Background: an optimization exercise with open tools, aiming at small area, a short achievable clock period and few clock cycles. Do not read the settings as production practice.
In this exercise RTL edits were held to simulation tests only and were not proved equivalent to the original.

## before
// prf_telemetry_mux
module prf_telemetry_mux (
    input  wire         clk,
    input  wire         rst,
    input  wire [7:0]   tick,           
    input  wire         load_valid,     
    input  wire [2:0]   load_kind,
    input  wire [31:0]  load_value,
    input  wire         req_valid,
    output reg          req_ready,
    input  wire [7:0]   req_mask,
    input  wire [143:0] req_payload,    
    output reg          out_valid,
    input  wire         out_ready,
    output reg  [31:0]  out_data,
    output reg  [2:0]   out_nbytes,
    output reg          out_last
);
Size: about 4,100 cells after synthesis, ~810 flip-flops, about 240 I/O pins, ~43,000 µm² of cells after synthesis.
export LEC_CHECK = 0
export CAP_MARGIN = 20
export CORE_MARGIN = 2
export CORE_UTILIZATION = 40
export CTS_CLUSTER_DIAMETER = 100
export CTS_CLUSTER_SIZE = 20
export SETUP_SLACK_MARGIN = 5
export SLEW_MARGIN = 20
export SYNTH_HIERARCHICAL = 1
export SYNTH_MINIMUM_KEEP_SIZE = 0
create_clock -name core_clock -period 10.0 [get_ports {clk}]
standard.sh (not shown) runs the stock make flow with config.mk's settings and CLKGATE_MAP_FILE= SYNTH_SCRIPT=/design/flow/synth_recipe.tcl, a recipe that flattens the netlist after the stock synthesis.
==> flow/flow/run.sh <==
#!/bin/bash
set -euo pipefail
bash standard.sh SETUP_SLACK_MARGIN=6.5 finish > standard.log 2>&1
Testbench counts of before, summed over its fixed seeds: cycles 31,956.
Setup changes, before to after
==> flow/run.sh (new file) <==
#!/bin/bash
# synth_recipe.tcl (not shown) runs the flow's synth.tcl, then flattens the netlist and writes it again
# the make line also repeats each setting of config.mk as NAME=value (left out here)
make -C /OpenROAD-flow-scripts/flow DESIGN_CONFIG=/design/flow/config.mk WORK_HOME=/design/flow/orfs CLKGATE_MAP_FILE= SYNTH_SCRIPT=/design/flow/synth_recipe.tcl finish
removed: flow/flow/run.sh
removed: flow/standard.sh
### Flow results
When after is set beside before, its final critical delay including setup and external delays turns out to be 1.24 ns larger.
Instance area after placement in after is about 0.6% below before.
Delta (after minus before): hold slack grew by 0.0038 ns; summed area of non-filler cells in the final layout shrank by 3600 µm².
In after, the maximum number of pins on one net before global-route repair came out 53% above the value in before.
after vs. before: detail-routed net length per standard cell barely changed, final worst slack dropped 1.24 ns, sequential share of cell area climbed 3.1 points.
The number of clock buffer instances in the layout in before is 1.12 times that in after.

---

Setup of v39:
Another version of the RTL of prf_telemetry_mux (not shown whole).
For scale: about 820 flip-flops, about 0.043 mm^2 of cells after synthesis.
export LEC_CHECK = 0
export CAP_MARGIN = 10
export CORE_MARGIN = 2
export CORE_UTILIZATION = 55
export CTS_CLUSTER_DIAMETER = 100
export CTS_CLUSTER_SIZE = 20
export SETUP_SLACK_MARGIN = 5
export SLEW_MARGIN = 10
export SYNTH_HIERARCHICAL = 1
export SYNTH_MINIMUM_KEEP_SIZE = 0
create_clock -name core_clock -period 10.0 [get_ports {clk}]
==> flow/flow/run.sh <==
#!/bin/bash
set -euo pipefail
bash standard.sh SETUP_SLACK_MARGIN=6.5 \
    "BUFFER_PORTS_ARGS=-buffer_cell sky130_fd_sc_hd__buf_2" finish > standard.log 2>&1
Testbench counts of v39, summed over its fixed seeds: cycles 31,956.
Changes in v11 relative to v39:
Settings: changing CAP_MARGIN from 10 to 20; changing SLEW_MARGIN from 10 to 20; changing CORE_UTILIZATION from 55 to 40.
Notes after the runs:
v11 closes out successfully: all stages finished, all timing, DRC and antenna checks passed.
v39 → v11: clock skew dropped 0.0088 ns; final core utilization dropped 17 points; DRC violation total after the first TritonRoute iteration dropped about 11%.
Relative to v39, setup slack increased by 0.20 ns in v11.
--- input diff v11..v7 ---
Settings: CORE_UTILIZATION changed from 40 to 55.
==> summary.txt <==
[compare] base=v11 new=v7: placer congestion estimate increased about 6%, post-synthesis adder-cell area fraction saw little to no change, non-clock buffer count now sits higher, register share of the cell area ~0 delta, final area now sits at about the same level. v7 vs. v11: final instance count without filler cells shows a reduction of about 6%, starting utilization of the core area shows an increase of 15 points. Hold buffer count at cts came out exactly the same in v11 and v7. For v11 and v7, there was not a single run that failed to finish clean. Critical path depth: v7 vs v11 down 1.

---

job 101:
prf_telemetry_mux, a different RTL version from the one above (not shown whole).
Size: about 790 flip-flops, ~240 I/O pins, roughly 44,000 sq um of cells after synthesis.
clock: 10.0 ns
lec_check: 0
cap_margin: 20
core_margin: 2
core_utilization: 40
cts_cluster_diameter: 100
cts_cluster_size: 30
setup_slack_margin: 5
slew_margin: 20
synth_hierarchical: 1
run.sh (not shown) runs the stock make flow with config.mk's settings and CLKGATE_MAP_FILE= SYNTH_SCRIPT=/design/flow/synth_recipe.tcl, a recipe that flattens the netlist after the stock synthesis.
Stock flow here: none of the scripts above is used.
Job 101 finished all stages; the layout is clean.
Testbench counts of job 101, summed over its fixed seeds: cycles 31,956.
### job 101 -> job 102
# job 101
export LEC_CHECK = 0
export CAP_MARGIN = 20
export CORE_MARGIN = 2
export CORE_UTILIZATION = 40
export CTS_CLUSTER_DIAMETER = 100
export CTS_CLUSTER_SIZE = 30
export SETUP_SLACK_MARGIN = 5
export SLEW_MARGIN = 20
export SYNTH_HIERARCHICAL = 1
create_clock -name core_clock -period 10.0 [get_ports {clk}]
# job 102
export LEC_CHECK = 0
export CAP_MARGIN = 20
export CORE_MARGIN = 2
export CORE_UTILIZATION = 40
export SETUP_SLACK_MARGIN = 5
export SLEW_MARGIN = 20
export SYNTH_HIERARCHICAL = 1
create_clock -name core_clock -period 10.0 [get_ports {clk}]
==> comparison <==
When job 102 is measured against job 101, its number of gates resized after cts turns out 8 higher.
Job 101 → job 102: via count went up, met3 demand-to-capacity share in global routing did not really move, setup slack of the worst register-to-register path went down, number of fill cells in the layout went down.
STATUS maximum frequency: job 102 loses against job 101

[separate check: timing with driven ports]
How much do the figures lean on ideal ports? The routed layouts below were timed once more, with nothing changed but the port constraints.
Step 1: set_driving_cell puts a clkbuf_16 on clk and a buf_2 on each other input, an assumption about the parent block.
Step 2 also shifts input and output timing later by t, the mid clock arrival at the registers, as if the neighbouring blocks saw the same clock.
a / b / c = ideal ports / drivers / drivers and shift; a / b = the first two.
| run | shift t [ns] | slack for setup (ns) | worst hold slack (ns) | clock arrival spread, ns | worst register clock-pin slew, ns |
|---|---|---|---|---|---|
| before | 0.752 | 6.378 / 6.378 / 5.731 | 0.455 / 0.455 / 0.455 | 0.055 / 0.055 | 0.10 / 0.10 |
| after | 0.750 | 5.141 / 5.141 / 4.517 | 0.459 / 0.459 / 0.459 | 0.037 / 0.036 | 0.10 / 0.10 |
| v39 | 0.735 | 6.179 / 6.179 / 5.834 | 0.442 / 0.442 / 0.442 | 0.050 / 0.050 | 0.10 / 0.10 |
| v11 | 0.764 | 6.380 / 6.380 / 5.839 | 0.446 / 0.446 / 0.446 | 0.042 / 0.042 | 0.10 / 0.10 |
| v7 | 0.732 | 6.176 / 6.176 / 5.843 | 0.438 / 0.438 / 0.438 | 0.061 / 0.060 | 0.10 / 0.10 |
| job 101 | 0.736 | 4.849 / 4.849 / 4.849 | 0.459 / 0.459 / 0.459 | 0.046 / 0.046 | 0.12 / 0.12 |
| job 102 | 0.768 | 4.778 / 4.778 / 4.778 | 0.458 / 0.458 / 0.458 | 0.048 / 0.048 | 0.07 / 0.07 |
After both steps setup and hold are still met in every run listed. The setup slack of before, which loses most, moves by 0.000 ns with the drivers and by -0.647 ns with both steps.
